Background: an optimization exercise with open tools, aiming at small area, a short achievable clock period and few clock cycles per item. Do not read the settings as production practice.
Where RTL was checked, it was by simulation tests only, not by an equivalence proof against the original.

==> flow/design.v (excerpt) <==
module plc_blk_codec (
    input  wire        clk,
    input  wire        rst,
    input  wire        tx_cmd_valid,
    output wire        tx_cmd_ready,
    input  wire [15:0] tx_cmd_ssn,
    input  wire [8:0]  tx_cmd_boff,
    input  wire        tx_cmd_bflag,
    input  wire        tx_cmd_long,
    input  wire        tx_in_valid,
    output wire        tx_in_ready,
    input  wire [31:0] tx_in_data,
    output wire        tx_out_valid,
    input  wire        tx_out_ready,
    output wire [31:0] tx_out_data,
    output wire        tx_out_last,
    input  wire        rx_in_valid,
    output wire        rx_in_ready,
    input  wire [31:0] rx_in_data,
    input  wire        rx_in_long,
    output wire        rx_res_valid,
    input  wire        rx_res_ready,
    output wire        rx_res_ok,
    output wire        rx_res_fmterr,
    output wire [31:0] rx_res_hdr
);
Settings: LEC_CHECK=0, CAP_MARGIN=20, CORE_MARGIN=2, CORE_UTILIZATION=40, PLACE_DENSITY=0.6, SETUP_SLACK_MARGIN=2.5, SLEW_MARGIN=20; clock period 5.0 ns.
run.sh (not shown) runs the stock make flow with config.mk's settings and CLKGATE_MAP_FILE= SYNTH_SCRIPT=/design/flow/synth_recipe.tcl, a recipe that flattens the netlist after the stock synthesis.
The baseline finished with timing, DRC and antenna clean.
Next try:
--- a/flow/config.mk
+++ b/flow/config.mk
@@ -12 +11,0 @@
-export SETUP_SLACK_MARGIN = 2.5
Effect: The new run passed the timing, DRC and antenna checks; cell count falls by about 6%; global-route usage falls by 1.9 points.
No functional check of the RTL was part of any run of this note.

---

Another version of the RTL of plc_blk_codec (not shown whole).
Size: ~14,000 µm² of cells after synthesis.
clock: 5.0 ns
lec_check: 0
cap_margin: 20
core_margin: 2
core_utilization: 40
place_density: 0.6
setup_slack_margin: 2.0
slew_margin: 20
standard.sh (not shown) runs the stock make flow with config.mk's settings and CLKGATE_MAP_FILE= SYNTH_SCRIPT=/design/flow/synth_recipe.tcl, a recipe that flattens the netlist after the stock synthesis.
==> flow/flow/run.sh <==
#!/bin/bash
# Standard ORFS layout with a few extra ORFS settings passed to make.
set -euo pipefail
bash standard.sh BUFFER_PORTS_ARGS=-buffer_cell\ sky130_fd_sc_hd__buf_2 finish > standard.log 2>&1
==> next run, changes <==
--- a/flow/flow/run.sh
+++ b/flow/flow/run.sh
@@ -3,2 +3,5 @@
 set -euo pipefail
+# keep three-input XOR cells out of the mapping: two-input XORs are smaller
+# and faster for the CRC networks
+echo 'export DONT_USE_CELLS = sky130_fd_sc_hd__xor3_1 sky130_fd_sc_hd__xor3_2 sky130_fd_sc_hd__xor3_4 sky130_fd_sc_hd__xnor3_1 sky130_fd_sc_hd__xnor3_2 sky130_fd_sc_hd__xnor3_4' >> config.mk
 bash standard.sh BUFFER_PORTS_ARGS=-buffer_cell\ sky130_fd_sc_hd__buf_2 finish > standard.log 2>&1
DONT_USE_CELLS = sky130_fd_sc_hd__xor3_1 sky130_fd_sc_hd__xor3_2 sky130_fd_sc_hd__xor3_4 sky130_fd_sc_hd__xnor3_1 sky130_fd_sc_hd__xnor3_2 sky130_fd_sc_hd__xnor3_4   (was default)
SETUP_SLACK_MARGIN = 3.0   (was 2.0)
Routed wire length rose by 52%.
First-iteration DRC count rose by 44%.
Area after synthesis fell by 3.6%.
Die area fell by 3.6%.
Fmax rose by 15%.
Clock-buffer cell count rose by 8.
==> next run, changes <==
==> flow/flow/run.sh (replaced) <==
#!/bin/bash
# Standard ORFS layout with a few extra ORFS settings passed to make.
set -euo pipefail
bash standard.sh BUFFER_PORTS_ARGS=-buffer_cell\ sky130_fd_sc_hd__buf_2 finish > standard.log 2>&1
DONT_USE_CELLS = default   (was sky130_fd_sc_hd__xor3_1 sky130_fd_sc_hd__xor3_2 sky130_fd_sc_hd__xor3_4 sky130_fd_sc_hd__xnor3_1 sky130_fd_sc_hd__xnor3_2 sky130_fd_sc_hd__xnor3_4)
SETUP_SLACK_MARGIN = 2.6   (was 3.0)
=>
- wire length went down by a quarter to a third
- worst setup slack degrades by 0.047 ns
- synthesized cell count drops by roughly a tenth
- utilization came out lower by 15 points
==> next run, changes <==
--- a/flow/flow/run.sh
+++ b/flow/flow/run.sh
@@ -3,2 +3,5 @@
 set -euo pipefail
+# keep three-input XOR cells out of the mapping: two-input XORs are smaller
+# and faster for the CRC networks
+echo 'export DONT_USE_CELLS = sky130_fd_sc_hd__xor3_1 sky130_fd_sc_hd__xor3_2 sky130_fd_sc_hd__xor3_4 sky130_fd_sc_hd__xnor3_1 sky130_fd_sc_hd__xnor3_2 sky130_fd_sc_hd__xnor3_4' >> config.mk
 bash standard.sh BUFFER_PORTS_ARGS=-buffer_cell\ sky130_fd_sc_hd__buf_2 finish > standard.log 2>&1
CORE_UTILIZATION = 60   (was 40)
DONT_USE_CELLS = sky130_fd_sc_hd__xor3_1 sky130_fd_sc_hd__xor3_2 sky130_fd_sc_hd__xor3_4 sky130_fd_sc_hd__xnor3_1 sky130_fd_sc_hd__xnor3_2 sky130_fd_sc_hd__xnor3_4   (was default)
PLACE_DENSITY = 0.75   (was 0.6)
Flip-flop and latch count is unchanged.
Register-to-register slack gains 0.03 ns.
Worst hold slack gets better by 0.0049 ns.
Worst setup slack is better by 0.028 ns.
Final cell count is lower by 5.5%.
Final area is lower by 6.4%.
Function was not checked in any run of this note: the RTL went through the layout flow alone.

---

Starting RTL as in the previous note.
Design plc_blk_codec, start of the top module:
module plc_blk_codec (
    input  wire        clk,
    input  wire        rst,
    input  wire        tx_cmd_valid,
    output wire        tx_cmd_ready,
    input  wire [15:0] tx_cmd_ssn,
    input  wire [8:0]  tx_cmd_boff,
    input  wire        tx_cmd_bflag,
    input  wire        tx_cmd_long,
    input  wire        tx_in_valid,
    output wire        tx_in_ready,
    input  wire [31:0] tx_in_data,
    output wire        tx_out_valid,
    input  wire        tx_out_ready,
    output wire [31:0] tx_out_data,
    output wire        tx_out_last,
    input  wire        rx_in_valid,
    output wire        rx_in_ready,
    input  wire [31:0] rx_in_data,
    input  wire        rx_in_long,
    output wire        rx_res_valid,
    input  wire        rx_res_ready,
    output wire        rx_res_ok,
    output wire        rx_res_fmterr,
    output wire [31:0] rx_res_hdr
);
Settings: LEC_CHECK=0, CAP_MARGIN=20, CORE_MARGIN=2, CORE_UTILIZATION=40, PLACE_DENSITY=0.6, SETUP_SLACK_MARGIN=2.0, SLEW_MARGIN=20; clock period 5.0 ns.
run.sh (not shown) runs the stock make flow with config.mk's settings and CLKGATE_MAP_FILE= SYNTH_SCRIPT=/design/flow/synth_recipe.tcl, a recipe that flattens the netlist after the stock synthesis.
Stock flow here: none of the scripts above is used.
==> next run, changes <==
Settings changed: SETUP_SLACK_MARGIN 2.0 to 3.0.
After rerunning:
- The new run ran to the end with no violations
- setup slack gets better by 470 ps
- register-to-register slack is better by 370 ps
- clock-buffer cell count came out lower by 5
- design area is higher by a quarter to a third
- wire length went up by a quarter to a third
No functional check of the RTL was part of any run of this note.

---

the previous run:
Another version of the RTL of plc_blk_codec (not shown whole).
For scale: about 1200 cells after synthesis, roughly 160 flip-flops, about 170 I/O pins, roughly 11000 um2 of cells after synthesis.
export LEC_CHECK = 0
export CAP_MARGIN = 20
export CORE_MARGIN = 2
export CORE_UTILIZATION = 50
export CTS_BUF_LIST = sky130_fd_sc_hd__clkbuf_4 sky130_fd_sc_hd__clkbuf_8
export CTS_CLUSTER_SIZE = 20
export PLACE_DENSITY = 0.7
export SETUP_SLACK_MARGIN = 2.8
export SLEW_MARGIN = 20
export DONT_USE_CELLS = sky130_fd_sc_hd__xor3_1 sky130_fd_sc_hd__xor3_2 sky130_fd_sc_hd__xor3_4 sky130_fd_sc_hd__xnor3_1 sky130_fd_sc_hd__xnor3_2 sky130_fd_sc_hd__xnor3_4
create_clock -name core_clock -period 5.0 [get_ports {clk}]
standard.sh (not shown) runs the stock make flow with config.mk's settings and CLKGATE_MAP_FILE= SYNTH_SCRIPT=/design/flow/synth_recipe.tcl, a recipe that flattens the netlist after the stock synthesis.
==> flow/flow/run.sh <==
#!/bin/bash
# Standard ORFS layout with a few extra ORFS settings passed to make.
set -euo pipefail
# keep three-input XOR cells out of the mapping: two-input XORs are smaller
# and faster for the CRC networks
echo 'export DONT_USE_CELLS = sky130_fd_sc_hd__xor3_1 sky130_fd_sc_hd__xor3_2 sky130_fd_sc_hd__xor3_4 sky130_fd_sc_hd__xnor3_1 sky130_fd_sc_hd__xnor3_2 sky130_fd_sc_hd__xnor3_4' >> config.mk
bash standard.sh BUFFER_PORTS_ARGS=-buffer_cell\ sky130_fd_sc_hd__buf_1 finish > standard.log 2>&1
The previous run completed; timing, DRC and antenna clean
Testbench counts of the previous run, summed over its fixed seeds: cycles 5,579, items 96.
What the current run does differently from the previous run at the input level:
# the previous run
export LEC_CHECK = 0
export CAP_MARGIN = 20
export CORE_MARGIN = 2
export CORE_UTILIZATION = 50
export CTS_BUF_LIST = sky130_fd_sc_hd__clkbuf_4 sky130_fd_sc_hd__clkbuf_8
export CTS_CLUSTER_SIZE = 20
export PLACE_DENSITY = 0.7
export SETUP_SLACK_MARGIN = 2.8
export SLEW_MARGIN = 20
export DONT_USE_CELLS = sky130_fd_sc_hd__xor3_1 sky130_fd_sc_hd__xor3_2 sky130_fd_sc_hd__xor3_4 sky130_fd_sc_hd__xnor3_1 sky130_fd_sc_hd__xnor3_2 sky130_fd_sc_hd__xnor3_4
create_clock -name core_clock -period 5.0 [get_ports {clk}]
# the current run
export LEC_CHECK = 0
export CAP_MARGIN = 20
export CORE_MARGIN = 2
export CORE_UTILIZATION = 50
export CTS_BUF_LIST = sky130_fd_sc_hd__clkbuf_4 sky130_fd_sc_hd__clkbuf_8
export CTS_CLUSTER_SIZE = 20
export PLACE_DENSITY = 0.7
export SETUP_SLACK_MARGIN = 2.65
export SLEW_MARGIN = 20
export DONT_USE_CELLS = sky130_fd_sc_hd__xor3_1 sky130_fd_sc_hd__xor3_2 sky130_fd_sc_hd__xor3_4 sky130_fd_sc_hd__xnor3_1 sky130_fd_sc_hd__xnor3_2 sky130_fd_sc_hd__xnor3_4
create_clock -name core_clock -period 5.0 [get_ports {clk}]
diff --git a/flow/flow/run.sh b/flow/flow/run.sh
--- a/flow/flow/run.sh
+++ b/flow/flow/run.sh
@@ -7 +7 @@
-bash standard.sh BUFFER_PORTS_ARGS=-buffer_cell\ sky130_fd_sc_hd__buf_1 finish > standard.log 2>&1
+bash standard.sh BUFFER_PORTS_ARGS=-buffer_cell\ sky130_fd_sc_hd__buf_1 RECOVER_POWER=100 finish > standard.log 2>&1
Results
Comparing the current run and the previous run, the one run not ending clean was the current run. Layout checks on the current run: not met. Flow itself completed; violations: capacitance limit, slew limit. Of the current run and the previous run, it is the current run that has the higher largest net degree at the start of global routing. Relative to the previous run, the final instance area of the current run is lower by 980 um2. Taking the previous run over the current run, the non-clock buffer count ratio works out to 1.3. From the previous run to the current run the numbers moved as follows: highest attainable clock frequency -130 MHz; maximum clock path buffer count ~0 delta; compound-gate portion of the synthesized area ~0 delta.

[static timing again, ports no longer ideal]
How much do the figures lean on ideal ports? The routed layouts below were timed once more, with nothing changed but the port constraints.
Step 1 sets driving cells, clkbuf_16 on the clock port and buf_2 on the other inputs (assumed; they add their load-dependent delay and slew).
Step 2, shift: input delay + t, output delay - t, t = (earliest + latest rising clock arrival at the registers) / 2. This alone moves slack from input paths to output paths.
a / b / c = ideal / step 1 / step 2; a / b = the first two.
run	shift t [ns]	setup slack, ns	hold slack, ns	slew at the worst register clock pin (ns)	cell pins on the clock port's net
the first run of note 1	0.508	2.042 / 2.042 / 2.036	0.466 / 0.466 / 0.466	0.08 / 0.08	1
the second run of note 1	0.503	1.680 / 1.680 / 1.635	0.462 / 0.462 / 0.462	0.09 / 0.09	1
the first run of note 2	0.499	2.268 / 2.268 / 1.842	0.472 / 0.472 / 0.472	0.08 / 0.08	1
the second run of note 2	0.508	2.619 / 2.619 / 2.386	0.473 / 0.473 / 0.473	0.08 / 0.08	1
the third run of note 2	0.490	2.572 / 2.572 / 2.163	0.465 / 0.465 / 0.465	0.08 / 0.08	1
the fourth run of note 2	0.492	2.600 / 2.600 / 2.295	0.470 / 0.470 / 0.470	0.08 / 0.08	1
the first run of note 3	0.489	2.220 / 2.245 / 1.756	0.462 / 0.462 / 0.462	0.08 / 0.08	1
the second run of note 3	0.512	2.694 / 2.694 / 2.444	0.464 / 0.464 / 0.464	0.08 / 0.08	1
the previous run	0.496	2.602 / 2.561 / 2.336	0.465 / 0.465 / 0.465	0.09 / 0.09	1
the current run	0.503	1.572 / 1.572 / 1.572	0.467 / 0.467 / 0.467	0.10 / 0.10	1
The setup slack of the first run of note 3, which loses most, moves by +0.025 ns with the drivers and by -0.464 ns with both steps.
